From an optimization exercise on the open Yosys and OpenROAD flow, aimed at small area, a short achievable clock period and few clock cycles; shortcuts taken in it are not production practice.

==> inputs of run M <==
==> flow/design.v <==
module passende_enc (
    input  wire        clk,
    input  wire        rst,             
    input  wire [6:0]  cfg_dpg,
    input  wire [1:0]  cfg_round,       
    input  wire [5:0]  cfg_mask_len,
    input  wire [62:0] cfg_mask,
    input  wire        cmd_valid,
    output wire        cmd_ready,
    input  wire [7:0]  cmd,
    input  wire [31:0] op_min,
    input  wire [31:0] op_max,
    input  wire [31:0] op_val,
    input  wire [31:0] op_n,
    output wire        rsp_valid,
    input  wire        rsp_ready,
    output wire [1:0]  rsp_kind,
    output wire [31:0] rsp_cnt,
    output wire        out_valid,
    input  wire        out_ready,
    output wire [7:0]  out_char
);
    localparam [31:0] POLY = 32'hEDB88320;
    localparam [1:0] S_IDLE = 2'd0;
    localparam [1:0] S_PREP = 2'd1;    
    localparam [1:0] S_RUN  = 2'd2;    
    localparam [1:0] S_RSP  = 2'd3;    
    localparam [1:0] M_DATA  = 2'd0;
    localparam [1:0] M_CHECK = 2'd1;
    localparam [1:0] M_PAD   = 2'd2;
    reg [62:0] mask;
    reg [5:0]  mlen;            
    reg [6:0]  dpg;
    reg        pg;              
    reg        pc;              
    reg [31:0] crc;
    reg [4:0]  ptr;             
    reg [31:0] ccount;          
    reg [5:0]  cursor;
    reg [4:0]  sacc;            
    reg [2:0]  nbits;
    reg [6:0]  rem;             
    reg        started;         
    reg [1:0]  state;
    reg [1:0]  mode;
    reg [31:0] cnt;             
    reg [31:0] vlow;            
    reg        vneg;            
    reg        vgt;             
    reg        vswp;            
    reg [31:0] vlowb;           
    reg        negA, negB;      
    reg        gtA, gtB;        
    reg [4:0]  dix;             
    reg        dvalid;          
    reg        kind;
    reg        ov;
    reg        osep;
    reg [7:0]  ochar;
    function [7:0] sym_char;
        input [4:0] v;
        begin
            if (v < 5'd26)
                sym_char = 8'h41 + {3'b000, v};
            else case (v)
                5'd26:   sym_char = "2";
                5'd27:   sym_char = "3";
                5'd28:   sym_char = "6";
                5'd29:   sym_char = "7";
                5'd30:   sym_char = "8";
                default: sym_char = "9";
            endcase
        end
    endfunction
    function [31:0] crc_g;
        input [4:0] x;
        begin
            crc_g = (x[0] ? POLY : 32'd0) ^ (x[1] ? (POLY >> 1) : 32'd0) ^
                    (x[2] ? (POLY >> 2) : 32'd0) ^ (x[3] ? (POLY >> 3) : 32'd0) ^
                    (x[4] ? (POLY >> 4) : 32'd0);
        end
    endfunction
    function [4:0] win36;
        input [35:0] v;
        input [4:0]  s;
        reg [19:0] a;
        reg [11:0] b;
        reg [7:0]  c;
        reg [5:0]  d;
        begin
            a = s[4] ? v[35:16] : v[19:0];
            b = s[3] ? a[19:8]  : a[11:0];
            c = s[2] ? b[11:4]  : b[7:0];
            d = s[1] ? c[7:2]   : c[5:0];
            win36 = s[0] ? d[5:1] : d[4:0];
        end
    endfunction
    function [4:0] win68;
        input [67:0] v;
        input [5:0]  s;
        reg [35:0] a;
        begin
            a = s[5] ? v[67:32] : v[35:0];
            win68 = win36(a, s[4:0]);
        end
    endfunction
    function [33:0] sub33;
        input [32:0] a;
        input [32:0] b;
        reg [32:0] g, p, h;
        reg [31:0] G, P, Gn, Pn;
        reg [32:0] c;
        integer i, l, m;
        begin
            h = a ^ ~b;
            g = a & ~b;
            p = h;
            G = g[31:0];
            P = p[31:0];
            for (l = 0; l < 5; l = l + 1) begin
                Gn = G;
                Pn = P;
                for (i = 0; i < 32; i = i + 1) begin
                    if ((i >> l) & 1) begin
                        m = ((i >> l) << l) - 1;
                        Gn[i] = G[i] | (P[i] & G[m]);
                        Pn[i] = P[i] & P[m];
                    end
                end
                G = Gn;
                P = Pn;
            end
            c = {G | P, 1'b1};
            sub33 = {~(h[32] ^ G[31]), h ^ c};
        end
    endfunction
    function [31:0] below_or;
        input [31:0] x;
        reg [31:0] o, on;
        integer i, l, m;
        begin
            o = x;
            for (l = 0; l < 5; l = l + 1) begin
                on = o;
                for (i = 0; i < 32; i = i + 1) begin
                    if ((i >> l) & 1) begin
                        m = ((i >> l) << l) - 1;
                        on[i] = o[i] | o[m];
                    end
                end
                o = on;
            end
            below_or = {o[30:0], 1'b0};
        end
    endfunction
    wire is_init   = (cmd == 8'h00);
    wire is_wbit   = ((cmd & 8'hEF) == 8'h01);
    wire is_wint   = ((cmd & 8'hDF) == 8'h02);
    wire is_wchk   = (cmd == 8'h03);
    wire is_wchkn  = (cmd == 8'h04);
    wire is_result = (cmd == 8'h05);
    wire is_nchk   = (cmd == 8'h06);
    wire legal     = is_init | is_wbit | is_wint | is_wchk | is_wchkn | is_result | is_nchk;
    wire idle   = (state == S_IDLE);
    wire run    = (state == S_RUN);
    wire accept = idle & cmd_valid;
    wire       mask_on = (mlen != 6'd0);
    wire [4:0] mfun    = win68({5'd0, mask}, cursor);
    wire [5:0] mr      = mlen - cursor;           
    reg  [4:0] mw;
    integer j;
    reg  [2:0] wj;
    always @* begin
        for (j = 0; j < 5; j = j + 1) begin
            wj = j[2:0] - mr[2:0];
            if ((mr > j) || !mask_on)
                mw[j] = mask_on & mfun[j];
            else
                mw[j] = mask[wj[1:0]];
        end
    end
    wire [4:0] MW = {mw[0], mw[1], mw[2], mw[3], mw[4]};
    wire [4:0] cwin = win36({crc[3:0], crc}, ptr);
    wire [4:0] RWc  = {cwin[0], cwin[1], cwin[2], cwin[3], cwin[4]};
    wire [31:0] dreg = vneg ? 32'd0 : (vgt ? cnt : vlow);
    wire [4:0]  RWd  = win36({dreg, 4'b0000}, dix);
    wire [1:0] emode  = idle ? M_PAD : mode;
    wire [2:0] need   = 3'd5 - nbits;
    wire       rem_nz = (rem != 7'd0);
    wire       cnt_nz = (cnt != 32'd0);
    wire       cnt_ge = (cnt[31:3] != 29'd0) | (cnt[2:0] >= need);
    wire       pad_work = (nbits != 3'd0) | (pg & rem_nz);
    reg        ge;              
    reg  [2:0] tp;              
    reg        has_work;
    reg  [4:0] RW;
    reg        src_dat;
    reg        src_chk;
    always @* begin
        ge       = 1'b1;
        tp       = 3'd0;
        has_work = 1'b0;
        RW       = 5'd0;
        src_dat  = 1'b0;
        src_chk  = 1'b0;
        case (emode)
        M_DATA: begin
            ge       = ({1'b0, dix} + {3'b000, nbits} >= 6'd4);
            tp       = dix[2:0] + 3'd1;
            has_work = dvalid;
            RW       = RWd;
            src_dat  = 1'b1;
        end
        M_CHECK: begin
            ge       = cnt_ge;
            tp       = cnt[2:0];
            has_work = cnt_nz;
            RW       = RWc;
            src_chk  = 1'b1;
        end
        default: begin
            has_work = pad_work;
            RW       = pc ? RWc : 5'd0;
            src_chk  = pc;
        end
        endcase
    end
    wire [2:0] t = ge ? need : tp;
    wire [4:0] W   = RW ^ MW;
    wire [4:0] sym = sacc | (W >> nbits);
    wire [2:0] nsum   = nbits + tp;
    wire [4:0] keep   = ~(5'b11111 >> nsum);
    wire [4:0] sacc_p = sym & keep;
    wire       dpg_on = (dpg != 7'd0);
    wire       sep_c  = dpg_on & ~rem_nz & started;
    wire [6:0] rem_c  = (rem_nz ? rem : dpg) - 7'd1;
    wire [4:0] xd = RW >> (3'd5 - t);
    reg  [31:0] crc_sh;
    always @* begin
        case (t)
        3'd1:    crc_sh = crc >> 1;
        3'd2:    crc_sh = crc >> 2;
        3'd3:    crc_sh = crc >> 3;
        3'd4:    crc_sh = crc >> 4;
        default: crc_sh = crc >> 5;
        endcase
    end
    wire [31:0] crc_step = crc_sh ^ crc_g(xd);
    wire [28:0] cc_hi1  = ccount[31:3] + 29'd1;
    wire [3:0]  cc_loe  = {1'b0, ccount[2:0]} + {1'b0, t};
    wire [31:0] cc_e    = {cc_loe[3] ? cc_hi1 : ccount[31:3], cc_loe[2:0]};
    wire [3:0]  cc_lo1  = {1'b0, ccount[2:0]} + 4'd1;
    wire [31:0] cc_1    = {cc_lo1[3] ? cc_hi1 : ccount[31:3], cc_lo1[2:0]};
    wire [28:0] cn_hi1  = cnt[31:3] - 29'd1;
    wire [3:0]  cn_lo   = {1'b0, cnt[2:0]} - {1'b0, need};
    wire [31:0] cn_e    = {cn_lo[3] ? cn_hi1 : cnt[31:3], cn_lo[2:0]};
    wire [5:0] cur_e = ({3'b000, t} < mr) ? (cursor + {3'b000, t}) : ({3'b000, t} - mr);
    wire [5:0] cur_1 = (mr == 6'd1) ? 6'd0 : cursor + 6'd1;
    wire [7:0] char_e = sym_char(sym);
    wire       b_in   = is_wbit ? cmd[4] : RWc[4];
    wire       w1     = b_in ^ mw[0];
    wire       full1  = (nbits == 3'd4);
    wire [7:0] char_0 = sym_char(sacc);
    wire [7:0] char_1 = sym_char(sacc | 5'd1);
    wire [4:0] one_n  = 5'b10000 >> nbits;
    wire [31:0] crc_1 = (crc >> 1) ^ (cmd[4] ? POLY : 32'd0);
    wire [32:0] A = {cmd[5] & op_min[31], op_min};
    wire [32:0] B = {cmd[5] & op_max[31], op_max};
    wire [32:0] V = {cmd[5] & op_val[31], op_val};
    wire [33:0] sBA = sub33(B, A);
    wire [33:0] sVA = sub33(V, A);
    wire [33:0] sVB = sub33(V, B);
    wire [31:0] span = cnt ^ ({32{vswp}} & below_or(cnt));
    reg  [4:0]  top;
    integer k;
    always @* begin
        top = 5'd0;
        for (k = 0; k < 32; k = k + 1)
            if (span[k]) top = k[4:0];
    end
    reg [62:0] mask_i;
    reg [5:0]  mlen_i;
    integer q;
    always @* begin
        mask_i = cfg_mask;
        mlen_i = cfg_mask_len;
        case (cfg_mask_len)
        6'd1: begin mlen_i = 6'd5; for (q = 0; q < 8; q = q + 1) mask_i[q] = cfg_mask[0];     end
        6'd2: begin mlen_i = 6'd6; for (q = 0; q < 8; q = q + 1) mask_i[q] = cfg_mask[q % 2]; end
        6'd3: begin mlen_i = 6'd6; for (q = 0; q < 8; q = q + 1) mask_i[q] = cfg_mask[q % 3]; end
        6'd4: begin mlen_i = 6'd8; for (q = 0; q < 8; q = q + 1) mask_i[q] = cfg_mask[q % 4]; end
        default: ;
        endcase
    end
    wire can_push = ~ov | (out_ready & ~osep);
    wire fire     = run & has_work & can_push;
    wire step_e   = fire | (accept & is_result & pad_work);
    wire step_1   = accept & (is_wbit | is_wchk);
    assign cmd_ready = idle;
    assign rsp_valid = (state == S_RSP);
    assign rsp_kind  = {1'b0, kind};
    assign rsp_cnt   = ccount;
    assign out_valid = ov;
    assign out_char  = osep ? 8'h20 : ochar;
    always @(posedge clk) begin
        if (rst) begin
            state   <= S_IDLE;
            crc     <= 32'hFFFFFFFF;
            ptr     <= 5'd0;
            cursor  <= 6'd0;
            sacc    <= 5'd0;
            nbits   <= 3'd0;
            rem     <= 7'd0;
            started <= 1'b0;
            ccount  <= 32'd0;
            mlen    <= 6'd0;
            dpg     <= 7'd0;
            pg      <= 1'b0;
            pc      <= 1'b0;
            ov      <= 1'b0;
        end else begin
            if (ov & out_ready) begin
                if (osep) osep <= 1'b0;
                else      ov   <= 1'b0;
            end
            if (step_e) begin
                if (src_dat) begin
                    crc <= crc_step;
                    ptr <= 5'd0;
                end
                if (src_chk) begin
                    ptr    <= ptr + {2'b00, t};
                    ccount <= cc_e;
                end
                if (mask_on) cursor <= cur_e;
                if (emode == M_CHECK) cnt <= cn_e;
                if (emode == M_DATA) begin
                    dix    <= dix - {2'b00, need};
                    dvalid <= ge & ({1'b0, dix} >= {3'b000, need});
                end
                if (ge) begin
                    sacc  <= 5'd0;
                    nbits <= 3'd0;
                    if (dpg_on) rem <= rem_c;
                    started <= 1'b1;
                    ov    <= 1'b1;
                    osep  <= sep_c;
                    ochar <= char_e;
                end else begin
                    sacc  <= sacc_p;
                    nbits <= nsum;
                end
            end
            if (step_1) begin
                if (is_wbit) begin
                    crc <= crc_1;
                    ptr <= 5'd0;
                end else begin
                    ptr    <= ptr + 5'd1;
                    ccount <= cc_1;
                end
                if (mask_on) cursor <= cur_1;
                if (full1) begin
                    sacc  <= 5'd0;
                    nbits <= 3'd0;
                    if (dpg_on) rem <= rem_c;
                    started <= 1'b1;
                    ov    <= 1'b1;
                    osep  <= sep_c;
                    ochar <= w1 ? char_1 : char_0;
                end else begin
                    sacc  <= w1 ? (sacc | one_n) : sacc;
                    nbits <= nbits + 3'd1;
                end
            end
            case (state)
            S_IDLE: if (cmd_valid) begin
                kind  <= ~legal;
                state <= S_RSP;
                if (is_init) begin
                    mask    <= mask_i;
                    mlen    <= mlen_i;
                    dpg     <= cfg_dpg;
                    pg      <= cfg_round[0];
                    pc      <= cfg_round[1];
                    crc     <= 32'hFFFFFFFF;
                    ptr     <= 5'd0;
                    cursor  <= 6'd0;
                    sacc    <= 5'd0;
                    nbits   <= 3'd0;
                    rem     <= 7'd0;
                    started <= 1'b0;
                    ccount  <= 32'd0;
                end
                if ((is_wbit | is_wchk) & full1) begin
                    mode  <= M_CHECK;
                    cnt   <= 32'd0;
                    state <= S_RUN;
                end
                if (is_wchkn) begin
                    mode <= M_CHECK;
                    cnt  <= op_n;
                    if (op_n != 32'd0) state <= S_RUN;
                end
                if (is_result) begin
                    mode <= M_PAD;
                    if (pad_work) state <= S_RUN;
                end
                if (is_wint) begin
                    cnt   <= sBA[31:0];
                    vswp  <= sBA[32];
                    vlow  <= sVA[31:0];
                    vlowb <= sVB[31:0];
                    negA  <= sVA[32];
                    negB  <= sVB[32];
                    gtA   <= sVA[33];
                    gtB   <= sVB[33];
                    state <= S_PREP;
                end
            end
            S_PREP: begin
                mode   <= M_DATA;
                cnt    <= span;
                if (vswp) vlow <= vlowb;
                vneg   <= vswp ? negB : negA;
                vgt    <= vswp ? gtA : gtB;
                dix    <= top;
                dvalid <= cnt_nz;
                state  <= cnt_nz ? S_RUN : S_RSP;
            end
            S_RUN: begin
                if ((~has_work & can_push) | (fire & ~ge))
                    state <= S_RSP;
            end
            S_RSP: if (rsp_ready) state <= S_IDLE;
            endcase
        end
    end
endmodule
==> flow/flow/run.sh <==
#!/bin/bash
set -euo pipefail
bash standard.sh SETUP_SLACK_MARGIN=6 finish > standard_flow.log 2>&1
==> flow/standard.sh <==
#!/bin/bash
# synth_recipe.tcl (not shown) runs the flow's synth.tcl, then flattens the netlist and writes it again
# the make line also repeats each setting of config.mk as NAME=value (left out here)
make -C /OpenROAD-flow-scripts/flow DESIGN_CONFIG=/design/flow/config.mk WORK_HOME=/design/flow/orfs CLKGATE_MAP_FILE= SYNTH_SCRIPT=/design/flow/synth_recipe.tcl "${@:-finish}"
==> flow/config.mk <==
export PLATFORM = sky130hd
export DESIGN_NAME = passende_enc
export DESIGN_NICKNAME = passende_enc
export VERILOG_FILES = /design/flow/design.v
export SDC_FILE = /design/flow/constraint.sdc
export NUM_CORES = 4
export LEC_CHECK = 0
export CAP_MARGIN = 20
export CORE_MARGIN = 2
export CORE_UTILIZATION = 55
export PLACE_DENSITY = 0.75
export SETUP_SLACK_MARGIN = 5
export SLEW_MARGIN = 20
==> flow/constraint.sdc <==
create_clock -name core_clock -period 10.0 [get_ports {clk}]
set_input_delay 2.0000 -clock core_clock [delete_from_list [all_inputs] [get_ports {clk}]]
set_output_delay 2.0000 -clock core_clock [all_outputs]
set_load 0.01 [all_outputs]
==> inputs of run H, as changes to run M <==
--- a/flow/config.mk
+++ b/flow/config.mk
@@ -7,7 +7,7 @@
 export LEC_CHECK = 0
 export CAP_MARGIN = 20
 export CORE_MARGIN = 2
-export CORE_UTILIZATION = 55
-export PLACE_DENSITY = 0.75
+export CORE_UTILIZATION = 25
+export PLACE_DENSITY = 0.5
 export SETUP_SLACK_MARGIN = 5
 export SLEW_MARGIN = 20
==> run notes <==
metric                                              run H            run M
Fill cell count                                    10,100            2,687
Worst Slack Setup Final                          5.131 ns         4.876 ns
Storage cell area                              7751 sq um       7746 sq um
Initial Util                                       0.2512           0.5591
Run status               no timing/DRC/antenna violations  no timing/DRC/antenna violations
Tapcell Cnt                                         1,368              600
Post-detailed-routing wire length         105,300 microns  106,500 microns
Final-layout non-clock buffer area share           0.1719           0.1742
Area after DPL                               30,310 sq um     29,290 sq um
1st-pass router iterations                              6                8
Slack of the worst reg-to-reg path                5.13 ns          4.88 ns
Fin area                                     38,300 sq um     37,080 sq um
Detailed-route vias per instance                    5.342            6.903
HPWL after DPL                             69,640 microns   61,360 microns
Function was not checked in any run of this note: the RTL went through the layout flow alone.

## separate check: timing with driven ports
Ports are ideal in the flow. The routed layouts listed here were re-timed in OpenROAD. Step 1 assumes that a clkbuf_16 drives the clock port and a buf_2 every other input. Step 2 times the ports against the registers' clock, not the clock port: input delays grow and output delays shrink by t, the midpoint of the rising clock arrivals with the driver on. Three values: no drivers, after step 1, after step 2; two values: the first two.
| run | t, ns | setup slack, ns | pins driven straight from the clock port |
|---|---|---|---|
| run M | 0.633 | 4.876 / 4.876 / 4.693 | 1 |
| run H | 0.671 | 5.131 / 5.131 / 4.692 | 1 |
After both steps every run listed still meets setup and hold. The setup slack of run H, which loses most, moves by 0.000 ns with the drivers and by -0.439 ns with both steps.
